This design comes from an exercise in tuning for a short achievable clock period and few clock cycles on the open sky130 flow, not from production work. In this exercise RTL edits were held to simulation tests only and were not proved equivalent to the original. Power and IR drop assume default switching activity.

## uc1609_framer
module uc1609_framer (
    input  wire        clk,
    input  wire        rst,           
    input  wire        req_valid,
    input  wire [31:0] req_word,
    output wire        req_ready,
    output reg         sts_valid,
    output reg  [1:0]  sts_kind,      
    output reg  [3:0]  sts_code,      
    output wire [3:0]  fault_code,
    output wire [31:0] fault_req,
    output reg         fm_re,
    output reg  [16:0] fm_addr,
    input  wire [7:0]  fm_rdata,
    input  wire [16:0] fm_size,
    output reg         ev_valid,
    output reg  [2:0]  ev_type,
    output reg  [7:0]  ev_data,
    input  wire        ev_ready
);
For scale: about 4900 cells after synthesis, roughly 1300 flip-flops, roughly 140 I/O pins.
export LEC_CHECK = 0
export CAP_MARGIN = 20
export CORE_MARGIN = 2
export CORE_UTILIZATION = 40
export SLEW_MARGIN = 20
create_clock -name core_clock -period 12.0 [get_ports {clk}]
standard.sh (not shown) runs the stock make flow with config.mk's settings and CLKGATE_MAP_FILE= SYNTH_SCRIPT=/design/flow/synth_recipe.tcl, a recipe that flattens the netlist after the stock synthesis.
==> flow/flow/run.sh <==
#!/bin/bash
set -euo pipefail
export BUFFER_PORTS_ARGS="-buffer_cell sky130_fd_sc_hd__buf_4"
bash standard.sh > standard_flow.log 2>&1
The first run finished with timing, DRC and antenna clean.
Testbench counts at the start, summed over its fixed seeds: cycles 127,442.
Then changed:
Settings changed: CORE_UTILIZATION 40 to 65, CTS_CLUSTER_DIAMETER set to 200, CTS_CLUSTER_SIZE set to 20.
The new run ran to the end with no violations.
Non-clock buffer count goes down by 2.
Wire length fell by 6.9%.
First-iteration DRC count rises by 12%.
Die area shrinks by 38%.
Final cell count drops by 12%.
Cell area goes down by 5.4%.
Core utilization climbs by 25 points.
Flip-flop and latch count does not change.
Worst setup slack gets worse by 0.054 ns.
Synthesized cell count stays the same.


rev 12:
Another version of the RTL of uc1609_framer (not shown whole).
For scale: roughly 140 I/O pins, about 54000 sq um of cells after synthesis.
==> flow/config.mk <==
export PLATFORM = sky130hd
export DESIGN_NAME = uc1609_framer
export DESIGN_NICKNAME = uc1609_framer
export VERILOG_FILES = /design/flow/design.v
export SDC_FILE = /design/flow/constraint.sdc
export NUM_CORES = 4
export LEC_CHECK = 0
export CAP_MARGIN = 20
export CORE_MARGIN = 2
export CORE_UTILIZATION = 40
export SLEW_MARGIN = 20
==> flow/constraint.sdc <==
create_clock -name core_clock -period 12.0 [get_ports {clk}]
set_input_delay 2.4000 -clock core_clock [delete_from_list [all_inputs] [get_ports {clk}]]
set_output_delay 2.4000 -clock core_clock [all_outputs]
set_load 0.01 [all_outputs]
run.sh (not shown) runs the stock make flow with config.mk's settings and CLKGATE_MAP_FILE= SYNTH_SCRIPT=/design/flow/synth_recipe.tcl, a recipe that flattens the netlist after the stock synthesis.
Stock flow here: none of the scripts above is used.
Testbench counts of rev 12, summed over its fixed seeds: cycles 127,442.
The inputs of rev 13 differ from those of rev 12 as listed below.
==> flow/flow/run.sh (new file) <==
#!/bin/bash
set -euo pipefail
export BUFFER_PORTS_ARGS="-buffer_cell sky130_fd_sc_hd__buf_4"
bash standard.sh > standard_flow.log 2>&1
==> flow/standard.sh (new file) <==
#!/bin/bash
# synth_recipe.tcl (not shown) runs the flow's synth.tcl, then flattens the netlist and writes it again
# the make line also repeats each setting of config.mk as NAME=value (left out here)
make -C /OpenROAD-flow-scripts/flow DESIGN_CONFIG=/design/flow/config.mk WORK_HOME=/design/flow/orfs CLKGATE_MAP_FILE= SYNTH_SCRIPT=/design/flow/synth_recipe.tcl "${@:-finish}"
removed: flow/run.sh
Findings:
- Rev 13 went all the way through synthesis, placement and routing and the layout is clean on timing, DRC and antenna.
- Rev 13 vs. rev 12: setup slack of the worst register-to-register path dropped 0.06 ns; final core utilization dropped 0.41 points; initial antenna violation count climbed 3; total power dropped 0.043 mW.


wip/pepper:
Another version of the RTL of uc1609_framer (not shown whole).
For scale: roughly 140 I/O pins, about 0.048 sq mm of cells after synthesis.
export LEC_CHECK = 0
export CAP_MARGIN = 20
export CORE_MARGIN = 2
export CORE_UTILIZATION = 75
export CTS_CLUSTER_DIAMETER = 200
export CTS_CLUSTER_SIZE = 20
export SLEW_MARGIN = 20
create_clock -name core_clock -period 12.0 [get_ports {clk}]
standard.sh (not shown) runs the stock make flow with config.mk's settings and CLKGATE_MAP_FILE= SYNTH_SCRIPT=/design/flow/synth_recipe.tcl, a recipe that flattens the netlist after the stock synthesis.
==> flow/flow/run.sh <==
#!/bin/bash
set -euo pipefail
export BUFFER_PORTS_ARGS="-buffer_cell sky130_fd_sc_hd__buf_8"
bash standard.sh > standard_flow.log 2>&1
Every stage of the flow completed for wip/pepper, and the final layout passed the timing, DRC and antenna checks.
Testbench counts of wip/pepper, summed over its fixed seeds: cycles 127,442.
Edits applied to the flow inputs when going from wip/pepper to wip/maple:
Settings: CORE_UTILIZATION now 65, was 75; CTS_CLUSTER_DIAMETER now 300, was 200; CTS_CLUSTER_SIZE now 30, was 20.
==> flow/flow/run.sh <==
#!/bin/bash
set -euo pipefail
export BUFFER_PORTS_ARGS="-buffer_cell sky130_fd_sc_hd__buf_4"
bash standard.sh > standard_flow.log 2>&1
## What came out
- Internal power: wip/maple vs wip/pepper down 290 uW
- [wip/maple vs wip/pepper] number of inserted diodes: lower in wip/maple
- Comparing wip/pepper with wip/maple, the sequential power came out essentially unchanged.
- wip/maple vs. wip/pepper: area overhead of the layout relative to synthesis -2.9 points, design area -2.7%.
- wip/maple vs. wip/pepper: final worst setup slack went up by 0.071 ns.
- On part of the total power dissipated in combinational logic, wip/pepper and wip/maple are neck and neck.
- Looking only at total power, and setting everything else aside, the higher value of wip/pepper and wip/maple goes to wip/pepper.
- Clock-buffer cell count, wip/maple vs wip/pepper: down by more than a quarter
- | via count | higher: wip/pepper |
Input-level comparison between wip/nickel and wip/maple:
Settings: CTS_CLUSTER_SIZE changed from 30 to 20; CTS_CLUSTER_DIAMETER changed from 300 to 200.
[summary]
| number of vias in the routed layout | wip/nickel vs wip/maple | ≈ equal |. For met2 track demand over resource in global routing, wip/maple and wip/nickel come out practically identical. Post-route core utilization ends up higher on wip/nickel. The higher overall power of the completed layout came out of wip/nickel. Fraction of layout instances using a drive strength above 1 in wip/nickel is 0.34 points above wip/maple. Changes observed in wip/nickel relative to wip/maple: post-layout instance area increased by 1.0% relative to the old numbers, clock power increased by about 20% relative to the old numbers.


Another version of the RTL of uc1609_framer (not shown whole).
Size: roughly 4500 cells after synthesis, about 0.049 mm² of cells after synthesis.
==> flow/config.mk <==
export PLATFORM = sky130hd
export DESIGN_NAME = uc1609_framer
export DESIGN_NICKNAME = uc1609_framer
export VERILOG_FILES = /design/flow/design.v
export SDC_FILE = /design/flow/constraint.sdc
export NUM_CORES = 4
export LEC_CHECK = 0
export CAP_MARGIN = 20
export CORE_MARGIN = 2
export CORE_UTILIZATION = 40
export SLEW_MARGIN = 20
==> flow/constraint.sdc <==
create_clock -name core_clock -period 12.0 [get_ports {clk}]
set_input_delay 2.4000 -clock core_clock [delete_from_list [all_inputs] [get_ports {clk}]]
set_output_delay 2.4000 -clock core_clock [all_outputs]
set_load 0.01 [all_outputs]
==> flow/flow/run.sh <==
#!/bin/bash
set -euo pipefail
export BUFFER_PORTS_ARGS="-buffer_cell sky130_fd_sc_hd__buf_4"
bash standard.sh > standard_flow.log 2>&1
Testbench counts at the start, summed over its fixed seeds: cycles 127,306.
Then changed:
==> flow/run.sh (new file) <==
#!/bin/bash
# synth_recipe.tcl (not shown) runs the flow's synth.tcl, then flattens the netlist and writes it again
# the make line also repeats each setting of config.mk as NAME=value (left out here)
make -C /OpenROAD-flow-scripts/flow DESIGN_CONFIG=/design/flow/config.mk WORK_HOME=/design/flow/orfs CLKGATE_MAP_FILE= SYNTH_SCRIPT=/design/flow/synth_recipe.tcl finish
--- a/flow/config.mk
+++ b/flow/config.mk
@@ -6,4 +6,5 @@
 export NUM_CORES = 4
 export LEC_CHECK = 0
+export ABC_CLOCK_PERIOD_IN_PS = 2500
 export CAP_MARGIN = 20
 export CORE_MARGIN = 2
removed: flow/flow/run.sh
removed: flow/standard.sh
Result: Clock skew is about the same. Register-to-register slack is worse by 20 ps. Worst hold slack gains 9.1 ps. Count of clock-buffer cells in the layout decreases by 4. Via count goes up by about 0.6%.


uc1609_framer, a different RTL version from the one above (not shown whole).
Size in the first run: about 4500 cells after synthesis, about 1100 flip-flops, about 140 I/O pins, about 48000 um^2 of cells after synthesis.
==> flow/config.mk <==
export PLATFORM = sky130hd
export DESIGN_NAME = uc1609_framer
export DESIGN_NICKNAME = uc1609_framer
export VERILOG_FILES = /design/flow/design.v
export SDC_FILE = /design/flow/constraint.sdc
export NUM_CORES = 4
export LEC_CHECK = 0
export CAP_MARGIN = 20
export CORE_MARGIN = 2
export CORE_UTILIZATION = 65
export CTS_CLUSTER_DIAMETER = 300
export CTS_CLUSTER_SIZE = 30
export SLEW_MARGIN = 20
==> flow/constraint.sdc <==
create_clock -name core_clock -period 12.0 [get_ports {clk}]
set_input_delay 2.4000 -clock core_clock [delete_from_list [all_inputs] [get_ports {clk}]]
set_output_delay 2.4000 -clock core_clock [all_outputs]
set_load 0.01 [all_outputs]
==> flow/flow/run.sh <==
#!/bin/bash
set -euo pipefail
export BUFFER_PORTS_ARGS="-buffer_cell sky130_fd_sc_hd__buf_4"
bash standard.sh > standard_flow.log 2>&1
Testbench counts at the start, summed over its fixed seeds: cycles 127,442.
Change:
- CTS_CLUSTER_DIAMETER: 300 -> 200
- CTS_CLUSTER_SIZE: 30 -> 20
Result: Sequential share of layout area went down by 0.51 points; worst setup slack degrades by 0.037 ns; die area stays the same; maximum frequency went down slightly; critical path depth stays the same; global-route usage went up by 0.15 points.

## afterwards: timing with drivers on the ports
The results above use ideal ports. As a check the final layouts listed here were re-extracted and re-timed, cells and wires unchanged.
Step 1 assumes that a clkbuf_16 drives the clock port and a buf_2 every other input.
Step 2 moves the port delays by t, midway between the first and last clock arrival at a register: inputs arrive t later, outputs are due t later. That takes back most of the time a late clock gives input paths.
a / b / c = ideal ports / drivers / drivers and shift; a / b = the first two.
| run | t (ns) | setup slack, ns | worst data-port slew with drivers (ns) | pins driven straight from the clock port |
|---|---|---|---|---|
| the first run of note 1 | 0.836 | 8.201 / 8.121 / 8.300 | 0.10 | 1 |
| the second run of note 1 | 0.711 | 8.147 / 8.147 / 8.147 | 0.07 | 1 |
| rev 12 | 0.859 | 7.751 / 7.669 / 8.015 | 0.08 | 1 |
| rev 13 | 0.838 | 8.200 / 8.122 / 8.200 | 0.07 | 1 |
| wip/pepper | 0.732 | 8.423 / 8.353 / 8.257 | 0.09 | 1 |
| wip/maple | 0.695 | 8.494 / 8.427 / 8.278 | 0.08 | 1 |
| wip/nickel | 0.732 | 8.449 / 8.381 / 8.293 | 0.07 | 1 |
| the first run of note 4 | 0.776 | 7.921 / 7.921 / 7.921 | 0.09 | 1 |
| the second run of note 4 | 0.776 | 7.892 / 7.817 / 7.788 | 0.08 | 1 |
| the first run of note 5 | 0.693 | 8.434 / 8.365 / 7.995 | 0.07 | 1 |
| the second run of note 5 | 0.725 | 8.397 / 8.329 / 7.973 | 0.06 | 1 |
After both steps setup and hold are still met in every run listed. The setup slack of the first run of note 5, which loses most, moves by -0.069 ns with the drivers and by -0.439 ns with both steps.
